This is an optimization exercise on Yosys and OpenROAD, whose aim is small area and few clock cycles, not a production implementation. In this exercise RTL edits were held to simulation tests only and were not proved equivalent to the original. Power is estimated from default activity; no workload was simulated.

==> inputs of build 84 <==
==> flow/design.v (excerpt) <==
module slmp_record (
    input  wire        clk,
    input  wire        rst,
    input  wire        cmd_valid,
    output wire        cmd_ready,
    input  wire [7:0]  cmd_op,
    input  wire [15:0] cmd_n,
    input  wire        in_valid,
    output wire        in_ready,
    input  wire [23:0] in_data,
    output wire        out_valid,
    input  wire        out_ready,
    output wire [5:0]  out_field,
    output wire [2:0]  out_kind,
    output wire [31:0] out_data,
    output reg         done,
    output reg  [3:0]  st_err,
    output reg  [3:0]  st_sub,
    output reg  [15:0] olen,
    output reg  [15:0] res
);
clock: 6.0 ns
lec_check: 0
cap_margin: 20
core_margin: 2
core_utilization: 40
slew_margin: 20
run.sh (not shown) runs the stock make flow with config.mk's settings and CLKGATE_MAP_FILE= SYNTH_SCRIPT=/design/flow/synth_recipe.tcl, a recipe that flattens the netlist after the stock synthesis.
==> inputs of trial 37, as changes to build 84 <==
--- a/flow/design.v
+++ b/flow/design.v
@@ -48,52 +48,58 @@
     reg [5:0]  lt_last;       
     reg [15:0] lt_size;       
     reg [5:0]  fi;            
     reg [15:0] rem;           
     reg        last;          
     reg        h;             
     reg [2:0]  kind;          
     reg        lastf;         
-    reg [15:0] hold;          
+    reg [15:0] bw;            
+    reg        bv;            
+    reg [7:0]  hb;            
     reg [1:0]  l_err;         
     reg        big;           
     wire in_lay = (state == ST_LAYOUT);
     wire in_dec = (state == ST_DEC);
     wire [15:0] word = in_data[15:0];
     wire k_b   = (kind == 3'd1);
     wire k_i16 = (kind == 3'd2);
     wire k_u16 = (kind == 3'd3);
     wire k_32  = (kind[2:1] == 2'b10);
     wire k_s   = (kind == 3'd6);
+    wire [15:0] cw  = bv ? bw : word;
+    wire        cwv = bv || in_valid;
+    wire        s_hi = k_s && h && !last;    
     reg dv, dr;         
     always @(*) begin
-        if (k_s && h && !last) begin
-            dv = 1'b1;      dr = 1'b0;
-        end else if (k_32 && !h) begin
-            dv = 1'b0;      dr = 1'b1;
+        if (s_hi) begin
+            dv = 1'b1;            dr = !bv;
+        end else if (k_32) begin
+            dv = bv && in_valid;  dr = !bv || out_ready;
         end else begin
-            dv = in_valid;  dr = out_ready;
+            dv = cwv;             dr = !bv || out_ready;
         end
     end
     wire in_move  = in_valid && in_ready;
     wire out_move = out_valid && out_ready;
     wire c_move   = in_dec && out_move;                  
-    wire f_end    = in_dec && (k_s ? (last && (h ? in_move : out_move)) : out_move);
+    wire f_end    = in_dec && (k_s ? (last && out_move) : out_move);
     wire d_done   = f_end && lastf;
+    wire bypass   = !bv && out_move && !s_hi && !k_32;
     wire wslot0 = np_lo[0] && np_hi[0];
     assign out_valid = in_dec && dv;
     assign in_ready  = in_lay ? (big || wslot0) : (in_dec && dr);
     assign cmd_ready = (state == ST_IDLE) || d_done;
     assign out_field = fi;
     assign out_kind  = kind;
-    assign out_data[31:16] = k_32 ? word : (k_i16 ? {16{word[15]}} : 16'd0);
-    assign out_data[15:8]  = k_32 ? hold[15:8] : ((k_i16 || k_u16) ? word[15:8] : 8'd0);
-    assign out_data[7:1]   = (k_32 || (k_s && h)) ? hold[7:1] : (k_b ? 7'd0 : word[7:1]);
-    assign out_data[0]     = (k_32 || (k_s && h)) ? hold[0] : (k_b ? (word != 16'd0) : word[0]);
+    assign out_data[31:16] = k_32 ? word : (k_i16 ? {16{cw[15]}} : 16'd0);
+    assign out_data[15:8]  = (k_32 || k_i16 || k_u16) ? cw[15:8] : 8'd0;
+    assign out_data[7:1]   = (k_s && h) ? hb[7:1] : (k_b ? 7'd0 : cw[7:1]);
+    assign out_data[0]     = (k_s && h) ? hb[0] : (k_b ? (cw != 16'd0) : cw[0]);
     wire        nx_more = in_dec && !lastf;
     wire [5:0]  nx_f    = nx_more ? fi + 6'd1 : 6'd0;
     reg  [15:0] raw, grp;
     integer g, j;
     always @(*) begin
         raw = 16'd0;
         for (g = 0; g < 8; g = g + 1) begin
             grp = 16'd0;
@@ -206,24 +212,27 @@
                             2'd3: code <= C_LSIZE;
                             default: code <= C_OK;
                         endcase
                         lt_valid <= (l_err_next == 2'd0);
                     end
                 end
             end
             if (in_dec) begin
-                if (k_32 && !h) begin
-                    if (in_valid) begin
-                        hold <= word;
-                        h    <= 1'b1;
-                    end
-                end else if (k_s && c_move) begin
+                if (k_32 && bv) begin
+                    if (out_move)
+                        bv <= 1'b0;
+                end else if (in_move && !bypass) begin
+                    bw <= word;
+                    bv <= 1'b1;
+                end else if (bv && out_move && !s_hi)
+                    bv <= 1'b0;
+                if (k_s && c_move) begin
                     if (!h)
-                        hold[7:0] <= word[15:8];
+                        hb <= cw[15:8];
                     h    <= !h;
                     rem  <= rem_dec;
                     last <= (rem == 16'd2);
                 end
                 if (d_done) begin
                     state  <= ST_IDLE;
                     code   <= C_OK;
                     olen_q <= {1'b0, lt_last} + 7'd1;
@@ -277,16 +286,17 @@
                         if (!dec_go) begin
                             state  <= ST_IDLE;
                             done_q <= 1'b1;
                             olen_q <= 7'd0;
                             code   <= !lt_valid ? C_NOLAY :
                                       (cmd_n != lt_size) ? C_WCOUNT : C_OK;
                         end else
                             state <= ST_DEC;
+                        bv <= 1'b0;
                     end
                     default: begin
                         state  <= ST_IDLE;
                         done_q <= 1'b1;
                         olen_q <= 7'd0;
                         code   <= C_ILLEGAL;
                     end
                 endcase
==> flow/config.mk (replaced) <==
export PLATFORM = sky130hd
export DESIGN_NAME = slmp_record
export DESIGN_NICKNAME = slmp_record
export VERILOG_FILES = /design/flow/design.v
export SDC_FILE = /design/flow/constraint.sdc
export NUM_CORES = 4
export LEC_CHECK = 0
export CAP_MARGIN = 20
export CORE_MARGIN = 2
export CORE_UTILIZATION = 55
export CTS_BUF_LIST = sky130_fd_sc_hd__clkbuf_16
export CTS_CLUSTER_DIAMETER = 60
export CTS_CLUSTER_SIZE = 30
export SLEW_MARGIN = 20
==> inputs of trial 64, as changes to build 84 <==
--- a/flow/design.v
+++ b/flow/design.v
@@ -37,18 +37,17 @@
     reg        done_q;
     reg [2:0]  code;
     reg [6:0]  olen_q;
     reg [15:0] res_q;
     reg [15:0] ring [0:63];
     reg        sa_v, sb_v;    
     reg [5:0]  sa_i, sb_i;
     reg [1:0]  sa_l, sb_l;
-    reg [7:0]  p0_lo, p0_hi;  
-    reg [7:0]  np_lo, np_hi;  
+    reg [5:0]  p0;            
     reg        lt_valid;
     reg [5:0]  lt_last;       
     reg [15:0] lt_size;       
     reg [5:0]  fi;            
     reg [15:0] rem;           
     reg        last;          
     reg        h;             
     reg [2:0]  kind;          
@@ -74,39 +73,29 @@
             dv = in_valid;  dr = out_ready;
         end
     end
     wire in_move  = in_valid && in_ready;
     wire out_move = out_valid && out_ready;
     wire c_move   = in_dec && out_move;                  
     wire f_end    = in_dec && (k_s ? (last && (h ? in_move : out_move)) : out_move);
     wire d_done   = f_end && lastf;
-    wire wslot0 = np_lo[0] && np_hi[0];
+    wire [5:0] wslot = p0 + fi;
     assign out_valid = in_dec && dv;
-    assign in_ready  = in_lay ? (big || wslot0) : (in_dec && dr);
+    assign in_ready  = in_lay ? (big || wslot == 6'd0) : (in_dec && dr);
     assign cmd_ready = (state == ST_IDLE) || d_done;
     assign out_field = fi;
     assign out_kind  = kind;
     assign out_data[31:16] = k_32 ? word : (k_i16 ? {16{word[15]}} : 16'd0);
     assign out_data[15:8]  = k_32 ? hold[15:8] : ((k_i16 || k_u16) ? word[15:8] : 8'd0);
     assign out_data[7:1]   = (k_32 || (k_s && h)) ? hold[7:1] : (k_b ? 7'd0 : word[7:1]);
     assign out_data[0]     = (k_32 || (k_s && h)) ? hold[0] : (k_b ? (word != 16'd0) : word[0]);
     wire        nx_more = in_dec && !lastf;
     wire [5:0]  nx_f    = nx_more ? fi + 6'd1 : 6'd0;
-    reg  [15:0] raw, grp;
-    integer g, j;
-    always @(*) begin
-        raw = 16'd0;
-        for (g = 0; g < 8; g = g + 1) begin
-            grp = 16'd0;
-            for (j = 0; j < 8; j = j + 1)
-                grp = grp | (ring[8 * g + j] & {16{np_lo[j]}});
-            raw = raw | (grp & {16{np_hi[g]}});
-        end
-    end
+    wire [15:0] raw     = ring[p0 + nx_f];
     wire        esc_a   = sa_v && (sa_i == nx_f);
     wire        esc_b   = sb_v && (sb_i == nx_f);
     wire        esc     = esc_a || esc_b;
     wire        r_b     = (raw == 16'd0);
     wire        r_n     = &raw[15:2];
     wire        nx_s    = esc || !(r_b || r_n);
     wire [15:0] nx_clen = esc ? {14'h3fff, esc_a ? sa_l : sb_l} : raw;
     wire [2:0]  nx_kind = nx_s ? 3'd6 : r_b ? 3'd1 : {raw[1], !raw[1], raw[0]};
@@ -134,48 +123,27 @@
     wire        d_str  = (d_kind == 8'd6);
     wire [15:0] d_w    = d_str ? ({1'b0, d_clen[15:1]} + 16'd1) :
                          ((d_kind == 8'd4 || d_kind == 8'd5) ? 16'd2 : 16'd1);
     wire [16:0] size_next = {1'b0, lt_size} + {1'b0, d_w};
     wire [1:0]  d_err = (d_kind == 8'd0 || d_kind > 8'd6) ? 2'd1 :
                         (d_str && d_clen == 16'd0) ? 2'd2 :
                         size_next[16] ? 2'd3 : 2'd0;
     wire [1:0]  l_err_next = (l_err != 2'd0) ? l_err : d_err;
-    wire ring_wr = in_lay && wslot0;
+    wire ring_wr = in_lay && (wslot == 6'd0);
     integer i;
     always @(posedge clk) begin
         for (i = 0; i < 63; i = i + 1)
             ring[i] <= ring[i + 1];
         ring[63] <= !ring_wr ? ring[0] : d_str ? d_clen :
                     (d_kind[2:0] == 3'd1) ? 16'd0 : {14'h3fff, d_kind[1:0] - 2'd2};
     end
     wire [15:0] rem_dec = rem - 16'd1;
-    wire [7:0] p0_lo_r = {p0_lo[0], p0_lo[7:1]};
-    wire [7:0] p0_hi_r = p0_lo[0] ? {p0_hi[0], p0_hi[7:1]} : p0_hi;
-    wire [7:0] np_lo_r = {np_lo[0], np_lo[7:1]};
-    wire [7:0] np_hi_r = np_lo[0] ? {np_hi[0], np_hi[7:1]} : np_hi;
-    wire       dec_go  = cmd_valid && cmd_ready && (cmd_op == OP_DEC) &&
-                         lt_valid && (cmd_n == lt_size) && (lt_size != 16'd0);
-    wire       start   = (f_end && !lastf) || dec_go;
     always @(posedge clk) begin
-        p0_lo <= p0_lo_r;
-        p0_hi <= p0_hi_r;
-        if (in_lay && in_move && last) begin
-            np_lo <= p0_lo_r;
-            np_hi <= p0_hi_r;
-        end else if (in_lay && in_move) begin
-            np_lo <= np_lo;
-            np_hi <= np_hi;
-        end else if (start) begin
-            np_lo <= (nx_f == lt_last) ? p0_lo_r : np_lo;
-            np_hi <= (nx_f == lt_last) ? p0_hi_r : np_hi;
-        end else begin
-            np_lo <= np_lo_r;
-            np_hi <= np_hi_r;
-        end
+        p0 <= p0 - 6'd1;
         if (rst) begin
             state    <= ST_IDLE;
             done_q   <= 1'b0;
             code     <= C_OK;
             olen_q   <= 7'd0;
             res_q    <= 16'd0;
             lt_valid <= 1'b0;
         end else begin
@@ -224,17 +192,17 @@
                     last <= (rem == 16'd2);
                 end
                 if (d_done) begin
                     state  <= ST_IDLE;
                     code   <= C_OK;
                     olen_q <= {1'b0, lt_last} + 7'd1;
                 end
             end
-            if (start) begin
+            if (f_end || (cmd_valid && cmd_ready && cmd_op == OP_DEC)) begin
                 fi    <= nx_f;
                 kind  <= nx_kind;
                 rem   <= nx_clen;
                 last  <= (nx_clen == 16'd1);
                 lastf <= (nx_f == lt_last);
                 h     <= 1'b0;
             end
             if (cmd_valid && cmd_ready) begin
@@ -242,20 +210,17 @@
                     OP_LAYOUT: begin
                         lt_valid <= 1'b0;
                         lt_size  <= 16'd0;
                         lt_last  <= cmd_n[5:0] - 6'd1;
                         big      <= (cmd_n > 16'd64);
                         rem      <= cmd_n;
                         last     <= (cmd_n == 16'd1);
                         fi       <= 6'd0;
-                        p0_lo    <= 8'd1;
-                        p0_hi    <= 8'd1;
-                        np_lo    <= 8'd1;
-                        np_hi    <= 8'd1;
+                        p0       <= 6'd0;
                         l_err    <= 2'd0;
                         sa_v     <= 1'b0;
                         sb_v     <= 1'b0;
                         if (cmd_n == 16'd0) begin
                             state    <= ST_IDLE;
                             done_q   <= 1'b1;
                             code     <= C_OK;
                             olen_q   <= 7'd0;
@@ -269,17 +234,17 @@
                         olen_q <= 7'd0;
                         if (lt_valid) begin
                             code  <= C_OK;
                             res_q <= lt_size;
                         end else
                             code <= C_NOLAY;
                     end
                     OP_DEC: begin
-                        if (!dec_go) begin
+                        if (!lt_valid || cmd_n != lt_size || lt_size == 16'd0) begin
                             state  <= ST_IDLE;
                             done_q <= 1'b1;
                             olen_q <= 7'd0;
                             code   <= !lt_valid ? C_NOLAY :
                                       (cmd_n != lt_size) ? C_WCOUNT : C_OK;
                         end else
                             state <= ST_DEC;
                     end
==> flow_summary.yaml <==
floorplanning:
  die_area_mm2: 0.0989
setup_path:
  critical_path_class: "flip-flop to flip-flop"
clocking:
  htree_levels: 3
route:
  dr_wl_met3_mm: 11.7
  vias: 30200
pwr:
  vdd_ir_drop_max_v: 0.000259
  power.density_mw_per_mm2: 461
finish:
  n_all_buffers: 340
placement:
  dp_slack_ps: 62.8
timing:
  whs_ps: 317
outcome:
  status: "no timing/DRC/antenna violations"
# the run above: trial 64

==> flow_summary.yaml <==
finish:
  syn2layout_area_growth_pct: 17.1
  buf_share: 0.0384
  fin_area_mm2: 0.0422
  n_all_buffers: 172
logic_synthesis:
  synth_warnings: 2
  synth_common_cells: "1086 x dfxtp_1, 568 x a22oi_1, 164 x clkbuf_1"
placement:
  dp_slack_ps: 468
timing:
  whs_ps: 321
pwr:
  power-top-group: "registers"
  leakage_nw: 15.6
  vdd_ir_drop_max_v: 0.000217
route:
  drt-total-wl_mm: 97.7
  dr_wl_met3_mm: 5.69
  vias: 24600
setup_path:
  cpMostUsedCell: "nor2_1"
  crit_start: "in_data[5]"
  endpoint: "lt_valid"
floorplanning:
  die_area_mm2: 0.0925
  die_y_um: 304
outcome:
  status: "no timing/DRC/antenna violations"
# the run above: build 84

==> flow_summary.yaml <==
route:
  dr_wl_met3_mm: 5.90
  viasPerCell: 6.20
  highest_layer: "met4"
  vias: 24700
timing:
  period_share: 0.813
  whs_ps: 330
pwr:
  vdd_ir_drop_max_v: 0.000253
  power.density_mw_per_mm2: 322
finish:
  n_all_buffers: 169
  final_common_cell: "dfxtp_1"
clocking:
  htree_levels: 2
floorplanning:
  die_area_mm2: 0.0686
outcome:
  status: "no timing/DRC/antenna violations"
global_routing:
  grt_pass1_vias: 24400
setup_path:
  critical_path_class: "input pin to output port"
placement:
  dp_slack_ps: 638
# the run above: trial 37

Testbench counts of build 84, summed over its fixed seeds: cycles 21,641.
Testbench counts of trial 37, summed over its fixed seeds: cycles 21,097.
Testbench counts of trial 64, summed over its fixed seeds: cycles 21,641.

[static timing again, ports no longer ideal]
How much do the figures lean on ideal ports? The routed layouts below were timed once more, with nothing changed but the port constraints. Step 1: set_driving_cell puts a clkbuf_16 on clk and a buf_2 on each other input, an assumption about the parent block. Step 2 times the ports against the registers' clock, not the clock port: input delays grow and output delays shrink by t, the midpoint of the rising clock arrivals with the driver on. Three values: no drivers, after step 1, after step 2; two values: the first two.
run	shift t [ns]	setup WS [ns]	worst setup path at the end	worst slew at a driven data input, ns	pins driven straight from the clock port
build 84	0.720	1.165 / 1.164 / 0.485	input to register	0.09	1
trial 37	0.708	1.120 / 1.086 / 0.581	input to register	0.05	1
trial 64	0.756	0.128 / 0.128 / 0.128	register to register	0.08	1
After both steps setup and hold are still met in every run listed. For build 84, which loses most, drivers alone change the setup slack by -0.001 ns; drivers and shift together by -0.680 ns.
